This is an optimization exercise on Yosys and OpenROAD, whose aim is small area, a short achievable clock period and few clock cycles per item, not a production implementation.
In this exercise RTL edits were held to simulation tests only and were not proved equivalent to the original.
No activity file was given, so power comes from the tool's default toggle rates.

===== run.sh =====
#!/bin/bash
# synth_recipe.tcl (not shown) runs the flow's synth.tcl, then flattens the netlist and writes it again
# the make line also repeats each setting of config.mk as NAME=value (left out here)
make -C /OpenROAD-flow-scripts/flow DESIGN_CONFIG=/design/flow/config.mk WORK_HOME=/design/flow/orfs CLKGATE_MAP_FILE= SYNTH_SCRIPT=/design/flow/synth_recipe.tcl finish

===== config.mk =====
export PLATFORM = sky130hd
export DESIGN_NAME = b128codec
export DESIGN_NICKNAME = b128codec
export VERILOG_FILES = /design/flow/design.v
export SDC_FILE = /design/flow/constraint.sdc
export NUM_CORES = 4
export LEC_CHECK = 0
export ABC_CLOCK_PERIOD_IN_PS = 4000
export CAP_MARGIN = 20
export CORE_MARGIN = 2
export CORE_UTILIZATION = 50
export SETUP_SLACK_MARGIN = 5
export SLEW_MARGIN = 20

===== constraint.sdc =====
create_clock -name core_clock -period 12.0 [get_ports {clk}]
set_input_delay 2.4000 -clock core_clock [delete_from_list [all_inputs] [get_ports {clk}]]
set_output_delay 2.4000 -clock core_clock [all_outputs]
set_load 0.01 [all_outputs]

===== design.v =====
module b128codec (
    input  wire       clk,
    input  wire       rst,
    input  wire       cmd_valid,
    input  wire [1:0] cmd_op,
    output wire [1:0] status_state,
    output wire [1:0] status_err,
    input  wire       in_valid,
    input  wire [7:0] in_data,
    input  wire       in_end,
    output wire       in_ready,
    output wire       out_valid,
    output wire [7:0] out_data,
    input  wire       out_ready
);
    localparam [1:0] ST_IDLE = 2'd0, ST_BUSY = 2'd1, ST_DONE = 2'd2, ST_ERROR = 2'd3;
    localparam [1:0] ERR_NONE = 2'd0, ERR_INVALID = 2'd1, ERR_MALFORMED = 2'd2;
    localparam [1:0] OP_ENC7 = 2'd0, OP_DEC7 = 2'd1, OP_ENC192 = 2'd2, OP_DEC192 = 2'd3;
    localparam [7:0] PAD_CHAR = 8'h21;
    localparam [1:0] RM_HOLD = 2'd0, RM_SHIFT = 2'd1, RM_ENC = 2'd2, RM_HOR = 2'd3;
    function [7:0] alook;
        input [7:0] d;
        begin
            case (d)
            8'd0: alook = 8'h23;
            8'd1: alook = 8'h24;
            8'd2: alook = 8'h25;
            8'd3: alook = 8'h26;
            8'd4: alook = 8'h27;
            8'd5: alook = 8'h28;
            8'd6: alook = 8'h29;
            8'd7: alook = 8'h2A;
            8'd8: alook = 8'h2B;
            8'd9: alook = 8'h2C;
            8'd10: alook = 8'h2D;
            8'd11: alook = 8'h2E;
            8'd12: alook = 8'h2F;
            8'd13: alook = 8'h30;
            8'd14: alook = 8'h31;
            8'd15: alook = 8'h32;
            8'd16: alook = 8'h33;
            8'd17: alook = 8'h34;
            8'd18: alook = 8'h35;
            8'd19: alook = 8'h36;
            8'd20: alook = 8'h37;
            8'd21: alook = 8'h38;
            8'd22: alook = 8'h39;
            8'd23: alook = 8'h3A;
            8'd24: alook = 8'h3B;
            8'd25: alook = 8'h3C;
            8'd26: alook = 8'h3D;
            8'd27: alook = 8'h3E;
            8'd28: alook = 8'h3F;
            8'd29: alook = 8'h40;
            8'd30: alook = 8'h41;
            8'd31: alook = 8'h42;
            8'd32: alook = 8'h43;
            8'd33: alook = 8'h44;
            8'd34: alook = 8'h45;
            8'd35: alook = 8'h46;
            8'd36: alook = 8'h47;
            8'd37: alook = 8'h48;
            8'd38: alook = 8'h49;
            8'd39: alook = 8'h4A;
            8'd40: alook = 8'h4B;
            8'd41: alook = 8'h4C;
            8'd42: alook = 8'h4D;
            8'd43: alook = 8'h4E;
            8'd44: alook = 8'h4F;
            8'd45: alook = 8'h50;
            8'd46: alook = 8'h51;
            8'd47: alook = 8'h52;
            8'd48: alook = 8'h53;
            8'd49: alook = 8'h54;
            8'd50: alook = 8'h55;
            8'd51: alook = 8'h56;
            8'd52: alook = 8'h57;
            8'd53: alook = 8'h58;
            8'd54: alook = 8'h59;
            8'd55: alook = 8'h5A;
            8'd56: alook = 8'h5B;
            8'd57: alook = 8'h5C;
            8'd58: alook = 8'h5D;
            8'd59: alook = 8'h5E;
            8'd60: alook = 8'h5F;
            8'd61: alook = 8'h60;
            8'd62: alook = 8'h61;
            8'd63: alook = 8'h62;
            8'd64: alook = 8'h63;
            8'd65: alook = 8'h64;
            8'd66: alook = 8'h65;
            8'd67: alook = 8'h66;
            8'd68: alook = 8'h67;
            8'd69: alook = 8'h68;
            8'd70: alook = 8'h69;
            8'd71: alook = 8'h6A;
            8'd72: alook = 8'h6B;
            8'd73: alook = 8'h6C;
            8'd74: alook = 8'h6D;
            8'd75: alook = 8'h6E;
            8'd76: alook = 8'h6F;
            8'd77: alook = 8'h70;
            8'd78: alook = 8'h71;
            8'd79: alook = 8'h72;
            8'd80: alook = 8'h73;
            8'd81: alook = 8'h74;
            8'd82: alook = 8'h75;
            8'd83: alook = 8'h76;
            8'd84: alook = 8'h77;
            8'd85: alook = 8'h78;
            8'd86: alook = 8'h79;
            8'd87: alook = 8'h7A;
            8'd88: alook = 8'h7B;
            8'd89: alook = 8'h7C;
            8'd90: alook = 8'h7D;
            8'd91: alook = 8'h7E;
            8'd92: alook = 8'hA0;
            8'd93: alook = 8'hA1;
            8'd94: alook = 8'hA2;
            8'd95: alook = 8'hA3;
            8'd96: alook = 8'hA4;
            8'd97: alook = 8'hA5;
            8'd98: alook = 8'hA6;
            8'd99: alook = 8'hA7;
            8'd100: alook = 8'hA8;
            8'd101: alook = 8'hA9;
            8'd102: alook = 8'hAA;
            8'd103: alook = 8'hAB;
            8'd104: alook = 8'hAC;
            8'd105: alook = 8'hAD;
            8'd106: alook = 8'hAE;
            8'd107: alook = 8'hAF;
            8'd108: alook = 8'hB0;
            8'd109: alook = 8'hB1;
            8'd110: alook = 8'hB2;
            8'd111: alook = 8'hB3;
            8'd112: alook = 8'hB4;
            8'd113: alook = 8'hB5;
            8'd114: alook = 8'hB6;
            8'd115: alook = 8'hB7;
            8'd116: alook = 8'hB8;
            8'd117: alook = 8'hB9;
            8'd118: alook = 8'hBA;
            8'd119: alook = 8'hBB;
            8'd120: alook = 8'hBC;
            8'd121: alook = 8'hBD;
            8'd122: alook = 8'hBE;
            8'd123: alook = 8'hBF;
            8'd124: alook = 8'hC0;
            8'd125: alook = 8'hC1;
            8'd126: alook = 8'hC2;
            8'd127: alook = 8'hC3;
            8'd128: alook = 8'hC4;
            8'd129: alook = 8'hC5;
            8'd130: alook = 8'hC6;
            8'd131: alook = 8'hC7;
            8'd132: alook = 8'hC8;
            8'd133: alook = 8'hC9;
            8'd134: alook = 8'hCA;
            8'd135: alook = 8'hCB;
            8'd136: alook = 8'hCC;
            8'd137: alook = 8'hCD;
            8'd138: alook = 8'hCE;
            8'd139: alook = 8'hCF;
            8'd140: alook = 8'hD0;
            8'd141: alook = 8'hD1;
            8'd142: alook = 8'hD2;
            8'd143: alook = 8'hD3;
            8'd144: alook = 8'hD4;
            8'd145: alook = 8'hD5;
            8'd146: alook = 8'hD6;
            8'd147: alook = 8'hD7;
            8'd148: alook = 8'hD8;
            8'd149: alook = 8'hD9;
            8'd150: alook = 8'hDA;
            8'd151: alook = 8'hDB;
            8'd152: alook = 8'hDC;
            8'd153: alook = 8'hDD;
            8'd154: alook = 8'hDE;
            8'd155: alook = 8'hDF;
            8'd156: alook = 8'hE0;
            8'd157: alook = 8'hE1;
            8'd158: alook = 8'hE2;
            8'd159: alook = 8'hE3;
            8'd160: alook = 8'hE4;
            8'd161: alook = 8'hE5;
            8'd162: alook = 8'hE6;
            8'd163: alook = 8'hE7;
            8'd164: alook = 8'hE8;
            8'd165: alook = 8'hE9;
            8'd166: alook = 8'hEA;
            8'd167: alook = 8'hEB;
            8'd168: alook = 8'hEC;
            8'd169: alook = 8'hED;
            8'd170: alook = 8'hEE;
            8'd171: alook = 8'hEF;
            8'd172: alook = 8'hF0;
            8'd173: alook = 8'hF1;
            8'd174: alook = 8'hF2;
            8'd175: alook = 8'hF3;
            8'd176: alook = 8'hF4;
            8'd177: alook = 8'hF5;
            8'd178: alook = 8'hF6;
            8'd179: alook = 8'hF7;
            8'd180: alook = 8'hF8;
            8'd181: alook = 8'hF9;
            8'd182: alook = 8'hFA;
            8'd183: alook = 8'hFB;
            8'd184: alook = 8'hFC;
            8'd185: alook = 8'hFD;
            8'd186: alook = 8'hFE;
            8'd187: alook = 8'hFF;
            8'd188: alook = 8'h09;
            8'd189: alook = 8'h0B;
            8'd190: alook = 8'h1B;
            8'd191: alook = 8'h1C;
            8'd192: alook = 8'h21;
            8'd193: alook = 8'h21;
            8'd194: alook = 8'h21;
            8'd195: alook = 8'h21;
            8'd196: alook = 8'h21;
            8'd197: alook = 8'h21;
            8'd198: alook = 8'h21;
            8'd199: alook = 8'h21;
            8'd200: alook = 8'h21;
            8'd201: alook = 8'h21;
            8'd202: alook = 8'h21;
            8'd203: alook = 8'h21;
            8'd204: alook = 8'h21;
            8'd205: alook = 8'h21;
            8'd206: alook = 8'h21;
            8'd207: alook = 8'h21;
            8'd208: alook = 8'h21;
            8'd209: alook = 8'h21;
            8'd210: alook = 8'h21;
            8'd211: alook = 8'h21;
            8'd212: alook = 8'h21;
            8'd213: alook = 8'h21;
            8'd214: alook = 8'h21;
            8'd215: alook = 8'h21;
            8'd216: alook = 8'h21;
            8'd217: alook = 8'h21;
            8'd218: alook = 8'h21;
            8'd219: alook = 8'h21;
            8'd220: alook = 8'h21;
            8'd221: alook = 8'h21;
            8'd222: alook = 8'h21;
            8'd223: alook = 8'h21;
            8'd224: alook = 8'h21;
            8'd225: alook = 8'h21;
            8'd226: alook = 8'h21;
            8'd227: alook = 8'h21;
            8'd228: alook = 8'h21;
            8'd229: alook = 8'h21;
            8'd230: alook = 8'h21;
            8'd231: alook = 8'h21;
            8'd232: alook = 8'h21;
            8'd233: alook = 8'h21;
            8'd234: alook = 8'h21;
            8'd235: alook = 8'h21;
            8'd236: alook = 8'h21;
            8'd237: alook = 8'h21;
            8'd238: alook = 8'h21;
            8'd239: alook = 8'h21;
            8'd240: alook = 8'h21;
            8'd241: alook = 8'h21;
            8'd242: alook = 8'h21;
            8'd243: alook = 8'h21;
            8'd244: alook = 8'h21;
            8'd245: alook = 8'h21;
            8'd246: alook = 8'h21;
            8'd247: alook = 8'h21;
            8'd248: alook = 8'h21;
            8'd249: alook = 8'h21;
            8'd250: alook = 8'h21;
            8'd251: alook = 8'h21;
            8'd252: alook = 8'h21;
            8'd253: alook = 8'h21;
            8'd254: alook = 8'h21;
            8'd255: alook = 8'h21;
            default: alook = 8'h00;
            endcase
        end
    endfunction
    function [9:0] rlook;
        input [7:0] c;
        begin
            case (c)
            8'h00: rlook = 10'h200;
            8'h01: rlook = 10'h200;
            8'h02: rlook = 10'h200;
            8'h03: rlook = 10'h200;
            8'h04: rlook = 10'h200;
            8'h05: rlook = 10'h200;
            8'h06: rlook = 10'h200;
            8'h07: rlook = 10'h200;
            8'h08: rlook = 10'h200;
            8'h09: rlook = 10'h0BC;
            8'h0A: rlook = 10'h200;
            8'h0B: rlook = 10'h0BD;
            8'h0C: rlook = 10'h200;
            8'h0D: rlook = 10'h200;
            8'h0E: rlook = 10'h200;
            8'h0F: rlook = 10'h200;
            8'h10: rlook = 10'h200;
            8'h11: rlook = 10'h200;
            8'h12: rlook = 10'h200;
            8'h13: rlook = 10'h200;
            8'h14: rlook = 10'h200;
            8'h15: rlook = 10'h200;
            8'h16: rlook = 10'h200;
            8'h17: rlook = 10'h200;
            8'h18: rlook = 10'h200;
            8'h19: rlook = 10'h200;
            8'h1A: rlook = 10'h200;
            8'h1B: rlook = 10'h0BE;
            8'h1C: rlook = 10'h0BF;
            8'h1D: rlook = 10'h200;
            8'h1E: rlook = 10'h200;
            8'h1F: rlook = 10'h200;
            8'h20: rlook = 10'h200;
            8'h21: rlook = 10'h100;
            8'h22: rlook = 10'h200;
            8'h23: rlook = 10'h000;
            8'h24: rlook = 10'h001;
            8'h25: rlook = 10'h002;
            8'h26: rlook = 10'h003;
            8'h27: rlook = 10'h004;
            8'h28: rlook = 10'h005;
            8'h29: rlook = 10'h006;
            8'h2A: rlook = 10'h007;
            8'h2B: rlook = 10'h008;
            8'h2C: rlook = 10'h009;
            8'h2D: rlook = 10'h00A;
            8'h2E: rlook = 10'h00B;
            8'h2F: rlook = 10'h00C;
            8'h30: rlook = 10'h00D;
            8'h31: rlook = 10'h00E;
            8'h32: rlook = 10'h00F;
            8'h33: rlook = 10'h010;
            8'h34: rlook = 10'h011;
            8'h35: rlook = 10'h012;
            8'h36: rlook = 10'h013;
            8'h37: rlook = 10'h014;
            8'h38: rlook = 10'h015;
            8'h39: rlook = 10'h016;
            8'h3A: rlook = 10'h017;
            8'h3B: rlook = 10'h018;
            8'h3C: rlook = 10'h019;
            8'h3D: rlook = 10'h01A;
            8'h3E: rlook = 10'h01B;
            8'h3F: rlook = 10'h01C;
            8'h40: rlook = 10'h01D;
            8'h41: rlook = 10'h01E;
            8'h42: rlook = 10'h01F;
            8'h43: rlook = 10'h020;
            8'h44: rlook = 10'h021;
            8'h45: rlook = 10'h022;
            8'h46: rlook = 10'h023;
            8'h47: rlook = 10'h024;
            8'h48: rlook = 10'h025;
            8'h49: rlook = 10'h026;
            8'h4A: rlook = 10'h027;
            8'h4B: rlook = 10'h028;
            8'h4C: rlook = 10'h029;
            8'h4D: rlook = 10'h02A;
            8'h4E: rlook = 10'h02B;
            8'h4F: rlook = 10'h02C;
            8'h50: rlook = 10'h02D;
            8'h51: rlook = 10'h02E;
            8'h52: rlook = 10'h02F;
            8'h53: rlook = 10'h030;
            8'h54: rlook = 10'h031;
            8'h55: rlook = 10'h032;
            8'h56: rlook = 10'h033;
            8'h57: rlook = 10'h034;
            8'h58: rlook = 10'h035;
            8'h59: rlook = 10'h036;
            8'h5A: rlook = 10'h037;
            8'h5B: rlook = 10'h038;
            8'h5C: rlook = 10'h039;
            8'h5D: rlook = 10'h03A;
            8'h5E: rlook = 10'h03B;
            8'h5F: rlook = 10'h03C;
            8'h60: rlook = 10'h03D;
            8'h61: rlook = 10'h03E;
            8'h62: rlook = 10'h03F;
            8'h63: rlook = 10'h040;
            8'h64: rlook = 10'h041;
            8'h65: rlook = 10'h042;
            8'h66: rlook = 10'h043;
            8'h67: rlook = 10'h044;
            8'h68: rlook = 10'h045;
            8'h69: rlook = 10'h046;
            8'h6A: rlook = 10'h047;
            8'h6B: rlook = 10'h048;
            8'h6C: rlook = 10'h049;
            8'h6D: rlook = 10'h04A;
            8'h6E: rlook = 10'h04B;
            8'h6F: rlook = 10'h04C;
            8'h70: rlook = 10'h04D;
            8'h71: rlook = 10'h04E;
            8'h72: rlook = 10'h04F;
            8'h73: rlook = 10'h050;
            8'h74: rlook = 10'h051;
            8'h75: rlook = 10'h052;
            8'h76: rlook = 10'h053;
            8'h77: rlook = 10'h054;
            8'h78: rlook = 10'h055;
            8'h79: rlook = 10'h056;
            8'h7A: rlook = 10'h057;
            8'h7B: rlook = 10'h058;
            8'h7C: rlook = 10'h059;
            8'h7D: rlook = 10'h05A;
            8'h7E: rlook = 10'h05B;
            8'h7F: rlook = 10'h200;
            8'h80: rlook = 10'h200;
            8'h81: rlook = 10'h200;
            8'h82: rlook = 10'h200;
            8'h83: rlook = 10'h200;
            8'h84: rlook = 10'h200;
            8'h85: rlook = 10'h200;
            8'h86: rlook = 10'h200;
            8'h87: rlook = 10'h200;
            8'h88: rlook = 10'h200;
            8'h89: rlook = 10'h200;
            8'h8A: rlook = 10'h200;
            8'h8B: rlook = 10'h200;
            8'h8C: rlook = 10'h200;
            8'h8D: rlook = 10'h200;
            8'h8E: rlook = 10'h200;
            8'h8F: rlook = 10'h200;
            8'h90: rlook = 10'h200;
            8'h91: rlook = 10'h200;
            8'h92: rlook = 10'h200;
            8'h93: rlook = 10'h200;
            8'h94: rlook = 10'h200;
            8'h95: rlook = 10'h200;
            8'h96: rlook = 10'h200;
            8'h97: rlook = 10'h200;
            8'h98: rlook = 10'h200;
            8'h99: rlook = 10'h200;
            8'h9A: rlook = 10'h200;
            8'h9B: rlook = 10'h200;
            8'h9C: rlook = 10'h200;
            8'h9D: rlook = 10'h200;
            8'h9E: rlook = 10'h200;
            8'h9F: rlook = 10'h200;
            8'hA0: rlook = 10'h05C;
            8'hA1: rlook = 10'h05D;
            8'hA2: rlook = 10'h05E;
            8'hA3: rlook = 10'h05F;
            8'hA4: rlook = 10'h060;
            8'hA5: rlook = 10'h061;
            8'hA6: rlook = 10'h062;
            8'hA7: rlook = 10'h063;
            8'hA8: rlook = 10'h064;
            8'hA9: rlook = 10'h065;
            8'hAA: rlook = 10'h066;
            8'hAB: rlook = 10'h067;
            8'hAC: rlook = 10'h068;
            8'hAD: rlook = 10'h069;
            8'hAE: rlook = 10'h06A;
            8'hAF: rlook = 10'h06B;
            8'hB0: rlook = 10'h06C;
            8'hB1: rlook = 10'h06D;
            8'hB2: rlook = 10'h06E;
            8'hB3: rlook = 10'h06F;
            8'hB4: rlook = 10'h070;
            8'hB5: rlook = 10'h071;
            8'hB6: rlook = 10'h072;
            8'hB7: rlook = 10'h073;
            8'hB8: rlook = 10'h074;
            8'hB9: rlook = 10'h075;
            8'hBA: rlook = 10'h076;
            8'hBB: rlook = 10'h077;
            8'hBC: rlook = 10'h078;
            8'hBD: rlook = 10'h079;
            8'hBE: rlook = 10'h07A;
            8'hBF: rlook = 10'h07B;
            8'hC0: rlook = 10'h07C;
            8'hC1: rlook = 10'h07D;
            8'hC2: rlook = 10'h07E;
            8'hC3: rlook = 10'h07F;
            8'hC4: rlook = 10'h080;
            8'hC5: rlook = 10'h081;
            8'hC6: rlook = 10'h082;
            8'hC7: rlook = 10'h083;
            8'hC8: rlook = 10'h084;
            8'hC9: rlook = 10'h085;
            8'hCA: rlook = 10'h086;
            8'hCB: rlook = 10'h087;
            8'hCC: rlook = 10'h088;
            8'hCD: rlook = 10'h089;
            8'hCE: rlook = 10'h08A;
            8'hCF: rlook = 10'h08B;
            8'hD0: rlook = 10'h08C;
            8'hD1: rlook = 10'h08D;
            8'hD2: rlook = 10'h08E;
            8'hD3: rlook = 10'h08F;
            8'hD4: rlook = 10'h090;
            8'hD5: rlook = 10'h091;
            8'hD6: rlook = 10'h092;
            8'hD7: rlook = 10'h093;
            8'hD8: rlook = 10'h094;
            8'hD9: rlook = 10'h095;
            8'hDA: rlook = 10'h096;
            8'hDB: rlook = 10'h097;
            8'hDC: rlook = 10'h098;
            8'hDD: rlook = 10'h099;
            8'hDE: rlook = 10'h09A;
            8'hDF: rlook = 10'h09B;
            8'hE0: rlook = 10'h09C;
            8'hE1: rlook = 10'h09D;
            8'hE2: rlook = 10'h09E;
            8'hE3: rlook = 10'h09F;
            8'hE4: rlook = 10'h0A0;
            8'hE5: rlook = 10'h0A1;
            8'hE6: rlook = 10'h0A2;
            8'hE7: rlook = 10'h0A3;
            8'hE8: rlook = 10'h0A4;
            8'hE9: rlook = 10'h0A5;
            8'hEA: rlook = 10'h0A6;
            8'hEB: rlook = 10'h0A7;
            8'hEC: rlook = 10'h0A8;
            8'hED: rlook = 10'h0A9;
            8'hEE: rlook = 10'h0AA;
            8'hEF: rlook = 10'h0AB;
            8'hF0: rlook = 10'h0AC;
            8'hF1: rlook = 10'h0AD;
            8'hF2: rlook = 10'h0AE;
            8'hF3: rlook = 10'h0AF;
            8'hF4: rlook = 10'h0B0;
            8'hF5: rlook = 10'h0B1;
            8'hF6: rlook = 10'h0B2;
            8'hF7: rlook = 10'h0B3;
            8'hF8: rlook = 10'h0B4;
            8'hF9: rlook = 10'h0B5;
            8'hFA: rlook = 10'h0B6;
            8'hFB: rlook = 10'h0B7;
            8'hFC: rlook = 10'h0B8;
            8'hFD: rlook = 10'h0B9;
            8'hFE: rlook = 10'h0BA;
            8'hFF: rlook = 10'h0BB;
            default: rlook = 10'h200;
            endcase
        end
    endfunction
    function [2:0] ma;                       
        input [2:0] a, b;
        ma = {(a[0] & b[2]) | (a[1] & b[1]) | (a[2] & b[0]),
              (a[0] & b[1]) | (a[1] & b[0]) | (a[2] & b[2]),
              (a[0] & b[0]) | (a[1] & b[2]) | (a[2] & b[1])};
    endfunction
    function [2:0] pm;                       
        input [1:0] b;
        pm = {b[1] & ~b[0], ~b[1] & b[0], ~(b[1] ^ b[0])};
    endfunction
    function [1:0] pq;                       
        input [2:0] r;
        input [1:0] b;
        pq = {r[2] | (r[1] & b[1]),
              (r[0] & b[1] & b[0]) | (r[1] & ~b[1]) | (r[2] & (b[1] | b[0]))};
    endfunction
    reg  [1:0]  state_q, err_q, op_q;
    reg  [7:0]  s_q [0:15];
    reg  [4:0]  wp_q, rc_q, cnt_q;
    reg         ov_q, ir_q, end_q;
    reg  [7:0]  od_q;
    reg  [6:0]  mask_q;
    reg         trl_q;                           
    reg  [2:0]  oi_q;                            
    reg         bad_q, mal_q, pb_q, lpad_q, lhi_q;
    reg  [6:0]  ldig_q;
    reg  [3:0]  nwr_q;
    reg         act_q, padf_q;                   
    reg  [4:0]  rem_q;                           
    reg  [4:0]  dc_q;                            
    reg  [15:0] m_q;                             
    reg         up_q;                            
    reg  [4:0]  ul_q;
    reg         errp_q;
    reg  [1:0]  errc_q;
    wire busy = (state_q == ST_BUSY);
    assign status_state = state_q;
    assign status_err   = err_q;
    assign in_ready     = ir_q;
    assign out_valid    = ov_q;
    assign out_data     = od_q;
    wire take     = ir_q & in_valid;
    wire take_d   = take & ~in_end;
    wire take_e   = take & in_end;
    wire out_free = ~ov_q | out_ready;
    wire [9:0] rl    = rlook(in_data);
    wire       r_bad = rl[9];
    wire       r_pad = rl[8];
    wire [7:0] r_dig = rl[7:0];
    wire [127:0] X;
    genvar gi;
    generate
        for (gi = 0; gi < 16; gi = gi + 1) begin : g_x
            assign X[8*gi +: 8] = s_q[gi];
        end
    endgenerate
    wire [7:0]   enc_dig;
    wire [113:0] enc_q;
    wire [127:0] hor_x;
    reg  [1:0]  n_state, n_err, n_op;
    reg  [4:0]  n_wp, n_rc, n_cnt;
    reg         n_ov, n_ir, n_end;
    reg  [6:0]  n_mask;
    reg         n_trl;
    reg  [2:0]  n_oi;
    reg         n_bad, n_mal, n_pb, n_lpad, n_lhi;
    reg  [6:0]  n_ldig;
    reg  [3:0]  n_nwr;
    reg         n_act, n_padf;
    reg  [4:0]  n_rem;
    reg  [4:0]  n_dc, e_dc;
    reg  [15:0] n_m, sm_n;
    reg  [7:0]  al_in;
    reg         n_up;
    reg  [4:0]  n_ul;
    reg         n_errp;
    reg  [1:0]  n_errc;
    reg  [1:0]  rmode;
    reg         wr, wcnt, oload, fin, close, trl_wr, start, step;
    reg  [4:0]  ws, wbase;
    reg         wdec;
    reg  [7:0]  wdata, odata;
    reg         e_padf, e_last;
    integer     j;
    always @* begin
        n_state = state_q; n_err = err_q; n_op = op_q;
        n_wp = wp_q; n_rc = rc_q; n_cnt = cnt_q;
        n_ov = ov_q & ~out_ready; n_ir = ir_q; n_end = end_q | take_e;
        n_mask = mask_q; n_trl = trl_q; n_oi = oi_q;
        n_bad = bad_q; n_mal = mal_q; n_pb = pb_q; n_lpad = lpad_q; n_lhi = lhi_q;
        n_ldig = ldig_q; n_nwr = nwr_q;
        n_act = act_q; n_padf = padf_q; n_rem = rem_q;
        n_dc = dc_q; e_dc = dc_q; n_m = m_q; sm_n = 16'd0; al_in = s_q[0];
        n_up = up_q; n_ul = ul_q;
        n_errp = errp_q; n_errc = errc_q;
        rmode = RM_HOLD; wr = 1'b0; wcnt = 1'b0; ws = 5'd0; wdata = 8'd0;
        oload = 1'b0; odata = 8'd0; fin = 1'b0;
        close = 1'b0; trl_wr = 1'b0; start = 1'b0; step = 1'b0;
        wbase = wp_q; wdec = 1'b0; e_padf = 1'b0; e_last = 1'b0;
        if (!busy) begin
            if (cmd_valid) begin
                n_state = ST_BUSY; n_err = ERR_NONE; n_op = cmd_op;
                n_wp = 5'd0; n_rc = 5'd0; n_cnt = 5'd0; n_end = 1'b0;
                n_ov = 1'b0; n_ir = 1'b1;
                n_mask = 7'd0; n_trl = 1'b0; n_oi = 3'd0;
                n_bad = 1'b0; n_mal = 1'b0; n_pb = 1'b0; n_lpad = 1'b0; n_lhi = 1'b0;
                n_nwr = 4'd0; n_act = 1'b0; n_up = 1'b0; n_errp = 1'b0; n_errc = ERR_NONE;
                n_m = 16'd0;
            end
        end else begin
            case (op_q)
            OP_ENC7: begin
                if (wp_q != 5'd0 && out_free) begin
                    oload = 1'b1; odata = alook(al_in); rmode = RM_SHIFT;
                end
                wdec = oload;
                ws = wp_q - {4'd0, oload};
                if (trl_q) begin
                    if (wp_q != 5'd16 || oload) begin
                        wr = 1'b1; wdata = {1'b0, mask_q};
                        n_trl = 1'b0; n_mask = 7'd0; n_cnt = 5'd0;
                    end
                end else if (take_d) begin
                    wr = 1'b1; wdata = {1'b0, in_data[6:0]};
                    n_mask[3'd6 - cnt_q[2:0]] = in_data[7];
                    if (cnt_q == 5'd6) n_trl = 1'b1;
                    else n_cnt = cnt_q + 5'd1;
                end else if (take_e && cnt_q != 5'd0) begin
                    wr = 1'b1; wdata = 8'hFF; n_trl = 1'b1;     
                end
                n_wp = ws + {4'd0, wr};
                fin = n_end & ~n_trl & (n_wp == 5'd0);
                n_ir = ~n_end & ~n_trl & (n_wp <= 5'd15);
            end
            OP_DEC7: begin
                if (rc_q != 5'd0 && out_free) begin
                    oload = 1'b1; rmode = RM_SHIFT;
                    odata = {mask_q[3'd6 - oi_q], s_q[0][6:0]};
                    n_oi = oi_q + 3'd1; n_rc = rc_q - 5'd1;
                end
                wdec = oload;
                ws = wp_q - {4'd0, oload};
                close = (cnt_q == 5'd8 || (end_q && cnt_q != 5'd0)) && rc_q == 5'd0;
                if (close) begin
                    trl_wr = ~pb_q & ~lpad_q;
                    wdec = trl_wr;
                    ws = wp_q - {4'd0, trl_wr};
                    if (bad_q) begin
                        n_errp = 1'b1; n_errc = ERR_INVALID;
                    end else if (lpad_q | lhi_q | mal_q | (~pb_q & cnt_q != 5'd8)) begin
                        n_errp = 1'b1; n_errc = ERR_MALFORMED;
                    end else begin
                        n_rc = {1'b0, nwr_q} - {4'd0, trl_wr};
                        n_mask = ldig_q; n_oi = 3'd0;
                    end
                    n_cnt = 5'd0; n_pb = 1'b0; n_mal = 1'b0; n_bad = 1'b0;
                    n_nwr = 4'd0; n_lpad = 1'b0; n_lhi = 1'b0;
                end
                if (take_d) begin
                    if (n_cnt != 5'd0) begin
                        if (!n_pb && n_lhi) n_mal = 1'b1;
                        n_pb = n_pb | n_lpad;
                    end
                    n_bad = n_bad | r_bad;
                    wr = 1'b1; wdata = r_dig;            
                    if (!n_pb && !r_pad) begin
                        wcnt = 1'b1; n_nwr = n_nwr + 4'd1;
                    end
                    n_lpad = r_pad; n_lhi = r_dig[7]; n_ldig = r_dig[6:0];
                    n_cnt = n_cnt + 5'd1;
                end
                n_wp = ws + {4'd0, wcnt};
                fin = (n_errp | (n_end & n_cnt == 5'd0)) & (n_rc == 5'd0);
                n_ir = ~n_end & ~n_errp & (n_cnt < 5'd8 || n_rc == 5'd0);
            end
            OP_ENC192: begin
                start = ~act_q & (cnt_q == 5'd15 || (end_q && cnt_q != 5'd0));
                if (start) begin
                    e_padf = (cnt_q != 5'd15);
                    n_act = 1'b1; n_rem = cnt_q + 5'd1;
                    n_padf = (cnt_q != 5'd15); n_cnt = 5'd0;
                    wbase = 5'd16; e_dc = 5'd0; n_dc = 5'd0;
                end else begin
                    e_padf = padf_q; e_last = (rem_q == 5'd1);
                end
                if ((act_q | start) && out_free) begin
                    oload = 1'b1;
                    if (start || rem_q != 5'd0) begin
                        step = 1'b1; rmode = RM_ENC; al_in = enc_dig; odata = alook(al_in);
                        n_rem = (start ? cnt_q + 5'd1 : rem_q) - 5'd1;
                        n_dc = e_dc + 5'd1;
                        if (e_last && !e_padf) n_act = 1'b0;
                    end else begin
                        al_in = 8'hFF; odata = alook(al_in); n_act = 1'b0;
                    end
                end
                wdec = step;
                ws = wbase - {4'd0, step};
                if (take_d) begin
                    wr = 1'b1; wdata = in_data; n_cnt = n_cnt + 5'd1;
                end
                n_wp = ws + {4'd0, wr};
                for (j = 0; j < 16; j = j + 1) sm_n[j] = (j[4:0] < 5'd15 - e_dc);
                if (!n_act) begin
                    for (j = 0; j < 16; j = j + 1) n_m[j] = (j[4:0] < n_cnt);
                end else if (step) begin
                    n_m = m_q & sm_n;
                end
                fin = n_end & ~n_act & (n_cnt == 5'd0);
                n_ir = ~n_end & (n_cnt < 5'd15) & (n_wp <= 5'd15);
            end
            default: begin                         
                if (rc_q != 5'd0 && out_free) begin
                    oload = 1'b1; odata = s_q[0]; rmode = RM_SHIFT;
                    n_rc = rc_q - 5'd1;
                end
                wdec = oload;
                ws = wp_q - {4'd0, oload};
                if (up_q && rc_q == 5'd0) begin
                    if (!m_q[0]) begin
                        rmode = RM_HOR; n_m = m_q | {1'b0, m_q[15:1]};
                    end
                    if (m_q[0] | m_q[1]) begin
                        n_up = 1'b0; n_rc = ul_q - 5'd1; ws = ul_q - 5'd1;
                    end
                end
                if (take_d) begin
                    wr = 1'b1; wdata = r_dig;            
                    if (r_bad) begin
                        n_errp = 1'b1; n_errc = ERR_INVALID;
                    end else if (r_pad) begin
                        if (cnt_q == 5'd0) begin
                            n_errp = 1'b1; n_errc = ERR_MALFORMED;
                        end else begin
                            n_up = 1'b1; n_ul = cnt_q; n_cnt = 5'd0;
                            n_m = 16'd1 << (cnt_q[3:0] - 4'd1);
                        end
                    end else begin
                        wcnt = 1'b1;
                        if (cnt_q == 5'd15) begin
                            n_up = 1'b1; n_ul = 5'd16; n_cnt = 5'd0; n_m = 16'h8000;
                        end else begin
                            n_cnt = cnt_q + 5'd1;
                        end
                    end
                end else if (take_e && cnt_q != 5'd0) begin
                    n_errp = 1'b1; n_errc = ERR_MALFORMED;
                end
                n_wp = ws + {4'd0, wcnt};
                fin = (n_errp | (n_end & n_cnt == 5'd0 & ~n_up)) & (n_rc == 5'd0);
                n_ir = ~n_end & ~n_errp & ~n_up & (n_wp <= 5'd15);
            end
            endcase
            if (oload) n_ov = 1'b1;
            if (fin && !n_ov) begin
                n_state = n_errp ? ST_ERROR : ST_DONE;
                n_err   = n_errp ? n_errc : ERR_NONE;
                n_ir    = 1'b0;
            end
        end
    end
    wire [119:0] Y;
    generate
        for (gi = 0; gi < 15; gi = gi + 1) begin : g_y
            assign Y[8*gi +: 8] = s_q[gi] & {8{m_q[gi]}};
        end
    endgenerate
    wire [119:0] Z = {6'd0, Y[119:6]};       
    reg  [2:0] pv [0:59];
    reg  [2:0] gsum [0:14];
    reg  [2:0] p32 [0:14], p321 [0:14];
    reg  [2:0] ks [0:4][0:14];
    reg  [2:0] rin;
    reg  [119:0] qz;
    reg  [2:0] zm;
    integer k, l;
    always @* begin
        for (k = 0; k < 60; k = k + 1)
            pv[k] = pm(Z[2*k +: 2]);
        for (k = 0; k < 15; k = k + 1) begin
            p32[k]  = ma(pv[4*k+3], pv[4*k+2]);
            p321[k] = ma(p32[k], pv[4*k+1]);
            gsum[k] = ma(p32[k], ma(pv[4*k+1], pv[4*k]));
        end
        for (k = 0; k < 15; k = k + 1) ks[0][k] = gsum[k];
        for (l = 0; l < 4; l = l + 1)
            for (k = 0; k < 15; k = k + 1)
                if (k + (1 << l) < 15) ks[l+1][k] = ma(ks[l][k], ks[l][k + (1 << l)]);
                else                   ks[l+1][k] = ks[l][k];
        zm = ks[4][0];
        for (k = 0; k < 15; k = k + 1) begin
            rin = (k < 14) ? ks[4][k+1] : 3'b001;
            qz[8*k+6 +: 2] = pq(rin, Z[8*k+6 +: 2]);
            qz[8*k+4 +: 2] = pq(ma(rin, pv[4*k+3]), Z[8*k+4 +: 2]);
            qz[8*k+2 +: 2] = pq(ma(rin, p32[k]), Z[8*k+2 +: 2]);
            qz[8*k   +: 2] = pq(ma(rin, p321[k]), Z[8*k +: 2]);
        end
    end
    assign enc_q   = qz[113:0];
    assign enc_dig = {zm[2], zm[1], Y[5:0]};
    wire [127:0] hmask;
    generate
        for (gi = 0; gi < 16; gi = gi + 1) begin : g_hm
            assign hmask[8*gi +: 8] = {8{m_q[gi]}};
        end
    endgenerate
    wire [127:0] xw = X & hmask;
    wire [127:0] hb = {2'b00, xw[127:2]};
    reg  [127:0] hg, hp, hpp, hs;
    integer hi, hl;
    always @* begin
        hpp = ~(X ^ hb);
        hg  = X & ~hb;
        hp  = hpp;
        hg[0] = hg[0] | hp[0];               
        for (hl = 0; hl < 7; hl = hl + 1)
            for (hi = (2 << hl) - 1; hi < 128; hi = hi + (2 << hl)) begin
                hg[hi] = hg[hi] | (hp[hi] & hg[hi - (1 << hl)]);
                hp[hi] = hp[hi] & hp[hi - (1 << hl)];
            end
        for (hl = 5; hl >= 0; hl = hl - 1)
            for (hi = 3 * (1 << hl) - 1; hi < 128; hi = hi + (2 << hl)) begin
                hg[hi] = hg[hi] | (hp[hi] & hg[hi - (1 << hl)]);
                hp[hi] = hp[hi] & hp[hi - (1 << hl)];
            end
        hs[0] = ~hpp[0];
        for (hi = 1; hi < 128; hi = hi + 1) hs[hi] = hpp[hi] ^ hg[hi-1];
    end
    assign hor_x = hs;
    wire [127:0] qx = {14'd0, enc_q};
    integer i;
    reg [16:0] bh;
    reg [15:0] we;
    always @* begin
        for (i = 0; i < 17; i = i + 1) bh[i] = (wbase == i[4:0]);
        for (i = 0; i < 16; i = i + 1) we[i] = wr & (wdec ? bh[i+1] : bh[i]);
    end
    always @(posedge clk) begin
        for (i = 0; i < 16; i = i + 1) begin
            if (we[i])
                s_q[i] <= wdata;
            else case (rmode)
                RM_SHIFT: s_q[i] <= (i < 15) ? s_q[(i + 1) % 16] : 8'd0;
                RM_ENC:   s_q[i] <= sm_n[i] ? qx[8*i +: 8]
                                            : ((i < 15) ? s_q[(i + 1) % 16] : 8'd0);
                RM_HOR:   s_q[i] <= hor_x[8*i +: 8];
                default:  ;
            endcase
        end
        if (oload) od_q <= odata;
        wp_q <= n_wp; rc_q <= n_rc; cnt_q <= n_cnt; end_q <= n_end;
        mask_q <= n_mask; trl_q <= n_trl; oi_q <= n_oi;
        bad_q <= n_bad; mal_q <= n_mal; pb_q <= n_pb; lpad_q <= n_lpad; lhi_q <= n_lhi;
        ldig_q <= n_ldig; nwr_q <= n_nwr;
        act_q <= n_act; padf_q <= n_padf; rem_q <= n_rem;
        dc_q <= n_dc; m_q <= n_m;
        up_q <= n_up; ul_q <= n_ul;
        errp_q <= n_errp; errc_q <= n_errc;
        op_q <= n_op;
        if (rst) begin
            state_q <= ST_IDLE;
            err_q   <= ERR_NONE;
            ov_q    <= 1'b0;
            ir_q    <= 1'b0;
        end else begin
            state_q <= n_state;
            err_q   <= n_err;
            ov_q    <= n_ov;
            ir_q    <= n_ir;
        end
    end
endmodule

==> run summary, run 1 <==
routed via count - 36346
Final min period - 6.76 ns
largest net degree at the start of global routing - 68
vias per cell - 6.99
peak supply drop - 0.0994 mV
Root Buffer - clkbuf_16
Num CTS Buffers - 34
worst rel slew slack - 24.8%
CP required - 12.50 ns
setup TNS - 0 ns
drt wl/cell - 25.5 um
global route overflow - 0
crit-path leading delay family - compound AO/OA/AOI/OAI gates
DR iter-0 viols - 5218
CTS tree - yes
# hold bufs at CTS - 0
clock power share - 22.8%
Yosys top cell area share - 19.2%
Worst path slowest cell - clkdlybuf4s50_1
switching pwr - 2.17 mW
Post-Synthesis Cells - 4262
Final period util - 56.3%
share of cells above drive strength 1 - 8.88%
core area - 67200 um^2
cell with the most instances after synthesis - nand2_1
Fillers - 6367
status - complete, no violations
DR pass1 iterations - 12
Initial Util - 50.5%
PortBufs - 29
FMAX - 148 MHz
Comb pwr share - 52.8%
top post-synthesis cells by area - edfxtp_1 19%, ha_1 12%, nand2_1 5.7%, a222oi_1 5.0%, a21oi_1 4.1%
first-pass GRT wire length - 199 mm
switch share - 45.4%
Synth cell types - 92
Reg clk slew, reported paths - 0.05 ns
Synth warnings - 7
clock sink count - 232
RSZ-0062 raised after global routing - false
hpwl dp - 96.3 mm
critical path type - in2reg
Tot GR Track Use - 36.2%
CTS HTree Levels - 2
Routed WL - 132 mm
Primary FF master, synth - edfxtp_1
Setup crit end kind - flip-flop
#FFs+latches synth - 232
critical-path cell list - clkdlybuf4s50_1 > nor2b_4 > nor3_2 > nand2_1 > a21oi_1 > ha_4 > nor2_4 > a221oi_1 > nand2_1 > a221o_1 > a211o_1 > a31oi_4 > inv_1 > ha_1 > ha_1 > a21oi_1 > o21ai_0 > o211ai_1
Setup crit start kind - input port
initial antenna violation count - 2
syn_area_per_cell - 7.96 um^2
synth cell count leaders - 514 x nand2_1, 341 x nor2_1, 322 x ha_1, 276 x a21oi_1, 266 x o21ai_0
Die X-Extent - 264 um
Worst Path Buf+Inv - 2
P&R area growth vs syn - 10.3%
Setup Skew - 0.0337 ns
Worst Path Arrival - 7.26 ns
EDFF count, synth - 217
RD Place Congestion - 0.976
post-route ant nets - 0
setup violators final - 0
Fin. Hold Viols - 0
Final #Nets - 4702
placed cells - 5028
Int Power - 2.60 mW
Tightest Pin Transition - 1.12 ns
synthesized area - 33900 um^2
sequential power share - 24.4%
Clock Latency Late Sink - 0.58 ns
drt drc - 0
ANT cells - 0
Non-Filler Instances - 5196
Seq/Total Area, Yosys - 20.1%
vias in the first global route - 33071
max cap viols - 0
pwr dens - 127 nW/um^2
worst hold path type - reg2reg
Static Leak - 14.6 nW
Final Slew Violations - 0
Die ar. - 69900 um^2
io pins - 30
clk buf depth - 3
flop2flop setup slack - 5.29 ns
ys async rst share - 0%
Synth area leader - edfxtp_1
Largest stage delay, worst path - 0.51 ns
die height - 264 um
Power Total - 4.77 mW
# rows - 95
Post-Syn Nets - 4665
CP max FO - 25
## stage by stage
step	instance area (um^2)	hold WS (ns)	setup slack, ns	util, %
floorplan	33900	0.522	5.78	-
global placement	35100	0.516	3.93	52.3
detailed placement	35200	0.520	3.82	52.4
CTS	36800	0.535	5.05	54.8
global route	37400	0.559	4.99	55.7
finish	37400	0.525	5.24	55.7
## area by class of cell
cell class | count | area, um^2 | area share, %
multi-input cells | 3563 | 25600 | 68.3
inverters | 246 | 927 | 2.48
clock buffers | 43 | 946 | 2.53
flip-flops and latches | 232 | 6820 | 18.2
well taps | 873 | 1090 | 2.92
repair buffers | 222 | 1850 | 4.95
clock inverters | 17 | 233 | 0.622
## layer usage
layer	global-route usage (%)	up-vias	part of all wire, %
met5	0	-	0
met4	16.6	0	5.2
met3	5.56	335	10
met2	56.5	1945	44
met1	49.4	17355	41
li1	-	16711	-
## cells in the final DEF (no fill, tap or decap), types with 44 or more instances in the layout
master | synthesis | layout
a221oi_1 | 55 | 55
mux2i_1 | 80 | 80
edfxtp_1 | 217 | 217
ha_1 | 322 | 319
nor3_1 | 82 | 74
nand3_1 | 85 | 85
a21oi_1 | 276 | 275
a22oi_1 | 75 | 75
o221ai_1 | 118 | 116
a222oi_1 | 170 | 170
buf_4 | 0 | 172
xor2_1 | 66 | 66
fa_1 | 65 | 65
a31oi_1 | 64 | 64
nor2_1 | 341 | 337
xnor2_1 | 51 | 51
a21o_1 | 116 | 116
nand2b_1 | 67 | 65
inv_1 | 241 | 240
o22ai_1 | 99 | 99
a211oi_1 | 44 | 44
o21ai_0 | 266 | 259
o211ai_1 | 44 | 44
nand2_1 | 514 | 509
## worst reg2reg max path, cell delays in order, from the launching register on
cell and delay [ns]:
edfxtp_1 0.60, clkbuf_4 0.32, nand2_1 0.13, ha_1 0.42, o221ai_2 0.23, a222oi_1 0.50
buf_4 0.25, o22ai_1 0.08, nor2_1 0.31, o221ai_1 0.37, a222oi_1 0.41, buf_4 0.21
buf_4 0.13, o22ai_2 0.16, or2_1 0.33, a221o_1 0.34, nor3_2 0.36, a211o_1 0.29
and2_2 0.25, inv_1 0.06, ha_1 0.24, ha_1 0.32, a21oi_1 0.15, o21ai_0 0.11
o211ai_1 0.08
## power by group through the flow
stage / clock network (mW) / registers, mW / logic [mW]
CTS: 1.09 / 1.17 / 2.38
floorplan: 0 / 1.09 / 1.69
global placement: 0 / 1.19 / 2.29
finish: 1.09 / 1.16 / 2.52
global route: 1.12 / 1.17 / 2.74
detailed placement: 0 / 1.19 / 2.30
## state kept, by name (all words and copies together), names as in the netlist, 3 cells and up, named ones only
name,cells
ul_q,5
rc_q,5
nwr_q,4
s_q,128
mask_q,7
ldig_q,7
m_q,16
cnt_q,5
wp_q,5
rem_q,5
oi_q,3
dc_q,5
od_q,8
## worst paths after layout
check | from | end | depth (start not counted)
setup reg to reg | m_q[7] | flip-flop | 24
hold / removal | err_q[0] | err_q[0] | 2
setup / recovery | out_ready | flip-flop | 18
hold reg to reg | err_q[0] | err_q[0] | 2
## what timing repair did
item / 4_1_cts / 5_1_grt
setup buffers: 49 / 58
resized for setup: 8 / 23
pin swaps: 28 / 10
cloned: 1 / 0
endpoints found under the setup margin: 23 / 23
## cells by family after synthesis
| kind of cell | synth area share, % |
|---|---|
| AO/OA/AOI/OAI | 33.5 |
| XOR/XNOR | 3.02 |
| adder cells (fa/ha/maj) | 15.7 |
| buffers and inverters | 5.22 |
| flip-flops | 20.1 |
| multiplexers | 3.03 |
| AND/OR/NAND/NOR | 19.4 |
Testbench counts, summed over its fixed seeds: cycles 30,977, bytes 41,065.
==> inputs of run 2 (changes only) <==
--- a/design.v
+++ b/design.v
@@ -833,8 +833,10 @@
         for (k = 0; k < 15; k = k + 1) ks[0][k] = gsum[k];
         for (l = 0; l < 4; l = l + 1)
             for (k = 0; k < 15; k = k + 1)
-                if (k + (1 << l) < 15) ks[l+1][k] = ma(ks[l][k], ks[l][k + (1 << l)]);
-                else                   ks[l+1][k] = ks[l][k];
+                if (((14 - k) >> l) & 1)
+                    ks[l+1][k] = ma(ks[l][k], ks[l][14 - ((((14 - k) >> l) << l) - 1)]);
+                else
+                    ks[l+1][k] = ks[l][k];
         zm = ks[4][0];
         for (k = 0; k < 15; k = k + 1) begin
             rin = (k < 14) ? ks[4][k+1] : 3'b001;
==> run 2 against run 1 <==
  * First-iteration DRC count is 11% lower
  * Sequential share of layout area is 0.60 points higher
  * Still clean on timing, DRC and antenna
  * Cell count is 2.6% lower
  * Combinational power is 8.7% lower
==> run summary, run 2 <==
initial antenna violation count - 0 (was 2)
drt drc - 0 (unchanged)
DR iter-0 viols - 4660 (was 5218)
# rows - 94 (was 95)
Largest Register - s_q (unchanged)
synthesized area - 33300 um^2 (was 33900 um^2)
pwr dens - 123 nW/um^2 (was 127 nW/um^2)
M1 WL - 52.3 mm (was 54.6 mm)
global route overflow - 0 (unchanged)
Design Area, Final - 36200 um^2 (was 37400 um^2)
Core Util, Final - 55.0% (was 55.7%)
pre-CTS setup slack - 3.78 ns (was 3.82 ns)
clk buf depth - 3 (unchanged)
Clock Latency Late Sink - 0.59 ns (was 0.58 ns)
Final period util - 55.9% (was 56.3%)
synth cell count leaders - 495 x nand2_1, 372 x nor2_1, 326 x ha_1, 281 x a21oi_1, 252 x o21ai_0 (was 514 x nand2_1, 341 x nor2_1, 322 x ha_1, 276 x a21oi_1, 266 x o21ai_0)
vias in the first global route - 31307 (was 33071)
Worst path slowest cell - edfxtp_1 (was clkdlybuf4s50_1)
syn_area_per_cell - 7.93 um^2 (was 7.96 um^2)
Synth cell types - 94 (was 92)
setup violators final - 0 (unchanged)
Seq/Total Area, Yosys - 20.4% (was 20.1%)
io pins - 30 (unchanged)
Initial Util - 50.6% (was 50.5%)
Power Total - 4.46 mW (was 4.77 mW)
Worst Path Arrival - 7.24 ns (was 7.26 ns)
hold_ws - 0.501 ns (was 0.525 ns)
Final Slew Violations - 0 (unchanged)
setup slack after layout - 5.29 ns (was 5.24 ns)
worst hold path type - reg2reg (unchanged)
CP required - 12.53 ns (was 12.50 ns)
Final #Nets - 4579 (was 4702)
share of cells above drive strength 1 - 7.68% (was 8.88%)
CTS tree - yes (unchanged)
drt wl/cell - 23.8 um (was 25.5 um)
critical-path cell list - nand2_1 > ha_1 > o221ai_1 > a222oi_1 > buf_4 > buf_4 > nor2_1 > nor2_1 > o221ai_2 > a222oi_1 > buf_6 > o22ai_1 > or2_1 > a222oi_1 > o22ai_1 > nor3_1 > o31ai_1 > o31ai_2 > buf_4 > ha_1 > inv_1 > or4_1 > o211ai_1 > a22o_1 (was clkdlybuf4s50_1 > nor2b_4 > nor3_2 > nand2_1 > a21oi_1 > ha_4 > nor2_4 > a221oi_1 > nand2_1 > a221o_1 > a211o_1 > a31oi_4 > inv_1 > ha_1 > ha_1 > a21oi_1 > o21ai_0 > o211ai_1)
max reg flops - 128 (unchanged)
register area - 6820 um^2 (unchanged)
critical path type - reg2reg (was in2reg)
Die ar. - 68800 um^2 (was 69900 um^2)
Multi-input gate area - 24900 um^2 (was 25600 um^2)
Synth warnings - 7 (unchanged)
#FFs+latches synth - 232 (unchanged)
ANT cells - 0 (unchanged)
P&R area growth vs syn - 8.67% (was 10.3%)
first-pass GRT wire length - 184 mm (was 199 mm)
met3 routed WL - 10.9 mm (was 13.2 mm)
Final min period - 6.71 ns (was 6.76 ns)
Die X-Extent - 262 um (was 264 um)
Setup crit start kind - flip-flop (was input port)
max layer used - met4 (unchanged)
placed cells - 4917 (was 5028)
post-route ant nets - 0 (unchanged)
status - complete, no violations (unchanged)
clock sink count - 232 (unchanged)
RSZ-0062 raised after global routing - true (was false)
Post-Syn Nets - 4612 (was 4665)
Area after DPL - 34300 um^2 (was 35200 um^2)
setup TNS - 0 ns (unchanged)
worst rel slew slack - 23.8% (was 24.8%)
Yosys top cell area share - 19.5% (was 19.2%)
# hold bufs at CTS - 0 (unchanged)
DR pass1 iterations - 10 (was 12)
ys async rst share - 0% (unchanged)
Synth area leader - edfxtp_1 (unchanged)
CP max FO - 20 (was 25)
cell with the most instances after synthesis - nand2_1 (unchanged)
Static Leak - 14.2 nW (was 14.6 nW)
Num CTS Buffers - 29 (was 34)
Largest regs - s_q: 128 flops, m_q: 16 flops, od_q: 8 flops (unchanged)
RD Place Congestion - 0.971 (was 0.976)
Tightest Pin Transition - 1.14 ns (was 1.12 ns)
Fin. Hold Viols - 0 (unchanged)
peak supply drop - 0.112 mV (was 0.0994 mV)
routed via count - 34870 (was 36346)
core area - 65900 um^2 (was 67200 um^2)
Primary FF master, synth - edfxtp_1 (unchanged)
Routed WL - 120 mm (was 132 mm)
largest net degree at the start of global routing - 79 (was 68)
max cap viols - 0 (unchanged)
FMAX - 149 MHz (was 148 MHz)
Fillers - 6336 (was 6367)
hpwl dp - 86.1 mm (was 96.3 mm)
Post-Synthesis Cells - 4205 (was 4262)
die height - 262 um (was 264 um)
WL met2 - 52.9 mm (was 57.7 mm)
Reg clk slew, reported paths - 0.07 ns (was 0.05 ns)
PortBufs - 29 (unchanged)
EDFF count, synth - 217 (unchanged)
Setup crit end kind - flip-flop (unchanged)
Largest stage delay, worst path - 0.61 ns (was 0.51 ns)
Non-Filler Instances - 5059 (was 5196)
CTS HTree Levels - 1 (was 2)
Tot GR Track Use - 32.9% (was 36.2%)
Setup Skew - 0.0164 ns (was 0.0337 ns)
top post-synthesis cells by area - edfxtp_1 20%, ha_1 12%, nand2_1 5.6%, a222oi_1 5.1%, a21oi_1 4.2% (was edfxtp_1 19%, ha_1 12%, nand2_1 5.7%, a222oi_1 5.0%, a21oi_1 4.1%)
commonest non-fill, non-tap cell in the layout - nand2_1 (unchanged)
Root Buffer - clkbuf_16 (unchanged)
vias per cell - 6.89 (was 6.99)
commonest cells after routing, fill and taps aside - 494 x nand2_1, 369 x nor2_1, 324 x ha_1, 278 x a21oi_1, 248 x inv_1 (was 509 x nand2_1, 337 x nor2_1, 319 x ha_1, 275 x a21oi_1, 259 x o21ai_0)
-- run 2: kinds of logic after synthesis --
kind of cell	synth area share (%)
mux	2.06
fa+ha+maj	16.1
xor+xnor	3.05
compound gates	33.0
simple gates	19.7
flops	20.4
buf+inv	5.63
-- run 2: per-layer routing --
layer | vias up | GRT usage (%)
met2 | 1743 | 51.1
met4 | 0 | 10.7
met5 | - | 0
met3 | 222 | 4.01
li1 | 16166 | -
met1 | 16739 | 47.5
-- run 2: worst max-delay path, delay by kind of cell (launching register included) --
family	cells	cell delay, ns
DFF	1	0.61
and+or+nand+nor	6	1.58
AOI/OAI and AO/OA	11	2.96
adders and majority gates	2	0.65
buffers and inverters	5	0.83
-- run 2: power breakdown --
group	switching, mW	total (mW)	leakage [nW]	internal [mW]
registers	0.159	1.16	2.20	1.00
clock network	0.397	0.995	0.509	0.598
logic	1.43	2.30	11.5	0.875
total	1.98	4.46	14.2	2.48
-- run 2: repair_timing --
action	in CTS	in global routing
pin swaps	11	23
endpoints found under the hold margin	0	0
buffers inserted	31	56
gates resized for setup	9	31
endpoints found under the setup margin	21	38
-- run 2: layout make-up --
class                           count  share of cell area (%)
Multi-Input combinational cell   3483                    68.8
Sequential cell                   232                    18.8
Timing Repair Buffer              172                    3.86
Tap cell                          864                    2.98
Inverter                          254                    2.65
Clock buffer                       36                    2.19
Clock inverter                     18                   0.708
-- run 2: final timing paths --
path	startpoint	endpoint	slack, ns	depth (start not counted)
setup reg to reg	m_q[9]	flip-flop	5.29	24
hold reg to reg	err_q[0]	err_q[0]	0.50	2
hold / removal	err_q[0]	err_q[0]	0.50	2
setup / recovery	m_q[9]	flip-flop	5.29	24
Testbench counts of run 2, summed over its fixed seeds: cycles 30,977, bytes 41,065.
==> inputs of run 3 (changes only) <==
--- a/design.v
+++ b/design.v
@@ -833,7 +833,7 @@
         for (k = 0; k < 15; k = k + 1) ks[0][k] = gsum[k];
         for (l = 0; l < 4; l = l + 1)
             for (k = 0; k < 15; k = k + 1)
-                if (((14 - k) >> l) & 1)
+                if ((((14 - k) >> l) & 1) != 0)
                     ks[l+1][k] = ma(ks[l][k], ks[l][14 - ((((14 - k) >> l) << l) - 1)]);
                 else
                     ks[l+1][k] = ks[l][k];
@@ -864,15 +864,11 @@
         hp  = hpp;
         hg[0] = hg[0] | hp[0];               
         for (hl = 0; hl < 7; hl = hl + 1)
-            for (hi = (2 << hl) - 1; hi < 128; hi = hi + (2 << hl)) begin
-                hg[hi] = hg[hi] | (hp[hi] & hg[hi - (1 << hl)]);
-                hp[hi] = hp[hi] & hp[hi - (1 << hl)];
-            end
-        for (hl = 5; hl >= 0; hl = hl - 1)
-            for (hi = 3 * (1 << hl) - 1; hi < 128; hi = hi + (2 << hl)) begin
-                hg[hi] = hg[hi] | (hp[hi] & hg[hi - (1 << hl)]);
-                hp[hi] = hp[hi] & hp[hi - (1 << hl)];
-            end
+            for (hi = 0; hi < 128; hi = hi + 1)
+                if (((hi >> hl) & 1) != 0) begin
+                    hg[hi] = hg[hi] | (hp[hi] & hg[((hi >> hl) << hl) - 1]);
+                    hp[hi] = hp[hi] & hp[((hi >> hl) << hl) - 1];
+                end
         hs[0] = ~hpp[0];
         for (hi = 1; hi < 128; hi = hi + 1) hs[hi] = hpp[hi] ^ hg[hi-1];
     end
==> run 3 against run 2 <==
  * Still clean
  * Clock skew grew 0.0089 ns
  * Sequential cell count is the same
  * Global-route usage up 0.90 points
  * Routed wire length down 0.35%
  * Sequential share of layout area increased by 0.21 points
  * Cell count grew 3.8%
  * Die area is 1.3% lower
  * Sequential power down 3%
  * Utilization down 0.21 points
  * Power is 3.0% lower
  * Clock-buffer cell count is 1 higher
  * Combinational power decreased by 7%
  * Critical path type unchanged
==> run summary, run 3 <==
status - complete, no violations (unchanged)
core area - 65400 um^2 (was 65900 um^2)
drt drc - 0 (unchanged)
Post-Synthesis Cells - 4373 (was 4205)
worst hold path type - reg2reg (unchanged)
Die ar. - 67800 um^2 (was 68800 um^2)
Largest Register - s_q (unchanged)
CTS HTree Levels - 1 (unchanged)
worst rel slew slack - 31.9% (was 23.8%)
Num CTS Buffers - 31 (was 29)
Setup Skew - 0.0253 ns (was 0.0164 ns)
io pins - 30 (unchanged)
PortBufs - 29 (unchanged)
Static Leak - 14.2 nW (about the same)
hold_ws - 0.458 ns (was 0.501 ns)
Final Slew Violations - 0 (unchanged)
top post-synthesis cells by area - edfxtp_1 20%, ha_1 12%, nand2_1 6.9%, a21oi_1 5.0%, nor2_1 4.8% (was edfxtp_1 20%, ha_1 12%, nand2_1 5.6%, a222oi_1 5.1%, a21oi_1 4.2%)
hpwl dp - 87.7 mm (was 86.1 mm)
Setup crit end kind - flip-flop (unchanged)
Synth cell types - 87 (was 94)
register area - 6820 um^2 (unchanged)
RSZ-0062 raised after global routing - true (unchanged)
synthesized area - 32900 um^2 (was 33300 um^2)
Final #Nets - 4711 (was 4579)
max reg flops - 128 (unchanged)
first-pass GRT wire length - 183 mm (was 184 mm)
Tightest Pin Transition - 1.02 ns (was 1.14 ns)
RD Place Congestion - 0.964 (was 0.971)
Yosys top cell area share - 19.8% (was 19.5%)
Setup crit start kind - flip-flop (unchanged)
setup violators final - 0 (unchanged)
Tot GR Track Use - 33.8% (was 32.9%)
Post-Syn Nets - 4723 (was 4612)
Routed WL - 120 mm (about the same)
Area after DPL - 34000 um^2 (was 34300 um^2)
Seq/Total Area, Yosys - 20.7% (was 20.4%)
Root Buffer - clkbuf_16 (unchanged)
CP required - 12.48 ns (was 12.53 ns)
Clock Latency Late Sink - 0.62 ns (was 0.59 ns)
initial antenna violation count - 0 (unchanged)
vias per cell - 6.74 (was 6.89)
cell with the most instances after synthesis - nand2_1 (unchanged)
Reg clk slew, reported paths - 0.06 ns (was 0.07 ns)
DR pass1 iterations - 11 (was 10)
Final period util - 55.9% (about the same)
FMAX - 149 MHz (about the same)
#FFs+latches synth - 232 (unchanged)
routed via count - 35404 (was 34870)
Fin. Hold Viols - 0 (unchanged)
commonest non-fill, non-tap cell in the layout - nand2_1 (unchanged)
peak supply drop - 0.114 mV (was 0.112 mV)
commonest cells after routing, fill and taps aside - 601 x nand2_1, 414 x nor2_1, 324 x a21oi_1, 323 x ha_1, 253 x o21ai_0 (was 494 x nand2_1, 369 x nor2_1, 324 x ha_1, 278 x a21oi_1, 248 x inv_1)
# hold bufs at CTS - 0 (unchanged)
CTS tree - yes (unchanged)
post-route ant nets - 0 (unchanged)
largest net degree at the start of global routing - 69 (was 79)
Fillers - 6356 (was 6336)
Synth warnings - 7 (unchanged)
vias in the first global route - 31606 (was 31307)
P&R area growth vs syn - 8.98% (was 8.67%)
drt wl/cell - 22.8 um (was 23.8 um)
clk buf depth - 3 (unchanged)
Largest regs - s_q: 128 flops, m_q: 16 flops, od_q: 8 flops (unchanged)
global route overflow - 0 (unchanged)
clock sink count - 232 (unchanged)
Die X-Extent - 260 um (was 262 um)
# rows - 94 (unchanged)
die height - 260 um (was 262 um)
syn_area_per_cell - 7.52 um^2 (was 7.93 um^2)
EDFF count, synth - 217 (unchanged)
Multi-input gate area - 24600 um^2 (was 24900 um^2)
Synth area leader - edfxtp_1 (unchanged)
ys async rst share - 0% (unchanged)
setup TNS - 0 ns (unchanged)
Worst Path Arrival - 7.18 ns (was 7.24 ns)
Primary FF master, synth - edfxtp_1 (unchanged)
pwr dens - 121 nW/um^2 (was 123 nW/um^2)
CP max FO - 10 (was 20)
critical path type - reg2reg (unchanged)
max cap viols - 0 (unchanged)
Initial Util - 50.3% (was 50.6%)
synth cell count leaders - 602 x nand2_1, 419 x nor2_1, 326 x a21oi_1, 325 x ha_1, 256 x o21ai_0 (was 495 x nand2_1, 372 x nor2_1, 326 x ha_1, 281 x a21oi_1, 252 x o21ai_0)
Design Area, Final - 35800 um^2 (was 36200 um^2)
share of cells above drive strength 1 - 7.05% (was 7.68%)
Final min period - 6.70 ns (was 6.71 ns)
DR iter-0 viols - 4503 (was 4660)
==> run 3: cell types whose count changed in the layout (fill, tap and decap cells not counted), moves of 28 or more <==
cell	change
nand2_1	+107
nand2b_1	+93
a21o_1	-56
fa_1	-56
nand4b_1	-52
xnor2_1	+51
a21oi_1	+46
nor2_1	+45
nand3_1	+38
nor3_1	+32
o211ai_1	-28
==> run 3: routing by layer <==
layer,vias up,global-route usage (%),share of wire [%]
met2,1697,52.1,43
li1,16644,-,-
met1,16835,48.8,45
met5,-,0,0
met3,228,4.28,8.9
met4,0,11.2,3.2
==> run 3: final timing paths <==
kind / from / to / slack, ns / depth (start not counted)
setup / recovery: s_q[0][2] / s_q[13][5] / 5.30 / 22
hold / removal: err_q[1] / err_q[1] / 0.46 / 2
setup reg to reg: s_q[0][2] / s_q[13][5] / 5.30 / 22
hold reg to reg: err_q[1] / err_q[1] / 0.46 / 2
==> run 3: kinds of logic (layout without fill, tap and decap cells) <==
logic type,count (synthesis),in the layout,synth area share (%)
simple gates,1641,1642,23.1
compound gates,1514,1514,32.4
buf+inv,448,459,5.13
fa+ha+maj,334,334,12.9
flops,232,232,20.7
xor+xnor,151,151,4.02
mux,53,53,1.79
other cells,0,3,0
==> run 3: critical path, stage by stage (launching register included) <==
cell and delay [ns]:
edfxtp_1 0.55, nand2_1 0.25, inv_1 0.16, ha_1 0.21
inv_1 0.07, fa_1 0.23, a21o_1 0.13, a21o_1 0.16
a21o_1 0.13, a21oi_1 0.09, o21bai_1 0.60, a21o_1 0.25
a21oi_1 0.09, buf_4 0.18, o32a_1 0.42, a21oi_1 0.42
o211ai_1 0.31, a311oi_2 0.53, o21ai_1 0.33, o21ai_1 0.51
a21boi_0 0.21, or4b_2 0.63, nand3_1 0.10
==> run 3: repair_timing <==
| item | in CTS | in global routing |
|---|---|---|
| buffers inserted | 27 | 39 |
| gates cloned | 1 | 0 |
| endpoints found under the setup margin | 80 | 29 |
| pin swaps | 8 | 19 |
| resized for setup | 7 | 19 |
| endpoints found under the hold margin | 0 | 0 |
==> run 3: stage by stage <==
stage	cells	setup slack (ns)	utilization, %	total power [mW]
floorplan	4373	5.34	-	2.60
global placement	5124	3.61	52.1	3.15
detailed placement	5125	3.45	52.1	3.15
CTS	5210	4.88	54.2	4.23
global route	5249	4.85	54.8	4.57
finish	5252	5.30	54.8	4.32
==> run 3: where the power goes <==
part / switching, mW / internal [mW]
sequential: 0.125 / 0.991
clock: 0.407 / 0.657
combinational: 1.34 / 0.801
total: 1.88 / 2.45
==> run 3: layout make-up <==
cell class | count | area share, %
flip-flops and latches | 232 | 19.0
clock buffers | 37 | 2.28
clock inverters | 20 | 0.890
well taps | 864 | 3.02
repair buffers | 157 | 3.58
diodes | 3 | 0.0210
multi-input cells | 3694 | 68.6
inverters | 245 | 2.57
Testbench counts of run 3, summed over its fixed seeds: cycles 30,977, bytes 41,065.

## separate check: timing with driven ports
The results above use ideal ports. As a check the final layouts listed here were re-extracted and re-timed, cells and wires unchanged. Step 1, drivers: a clkbuf_16 drives clk and a buf_2 each remaining input, both assumed. Step 2 also shifts input and output timing later by t, the mid clock arrival at the registers, as if the neighbouring blocks saw the same clock. Slacks: ideal ports / drivers / drivers and shift; pairs: ideal ports / drivers.
| run | t (ns) | setup slack, ns | worst data-port slew with drivers (ns) |
|---|---|---|---|
| run 1 | 0.629 | 5.239 / 5.282 / 4.653 | 0.03 |
| run 2 | 0.645 | 5.287 / 5.287 / 4.750 | 0.03 |
| run 3 | 0.665 | 5.297 / 5.297 / 4.694 | 0.03 |
After both steps setup and hold are still met in every run listed. For run 3, which loses most, drivers alone change the setup slack by 0.000 ns; drivers and shift together by -0.603 ns.
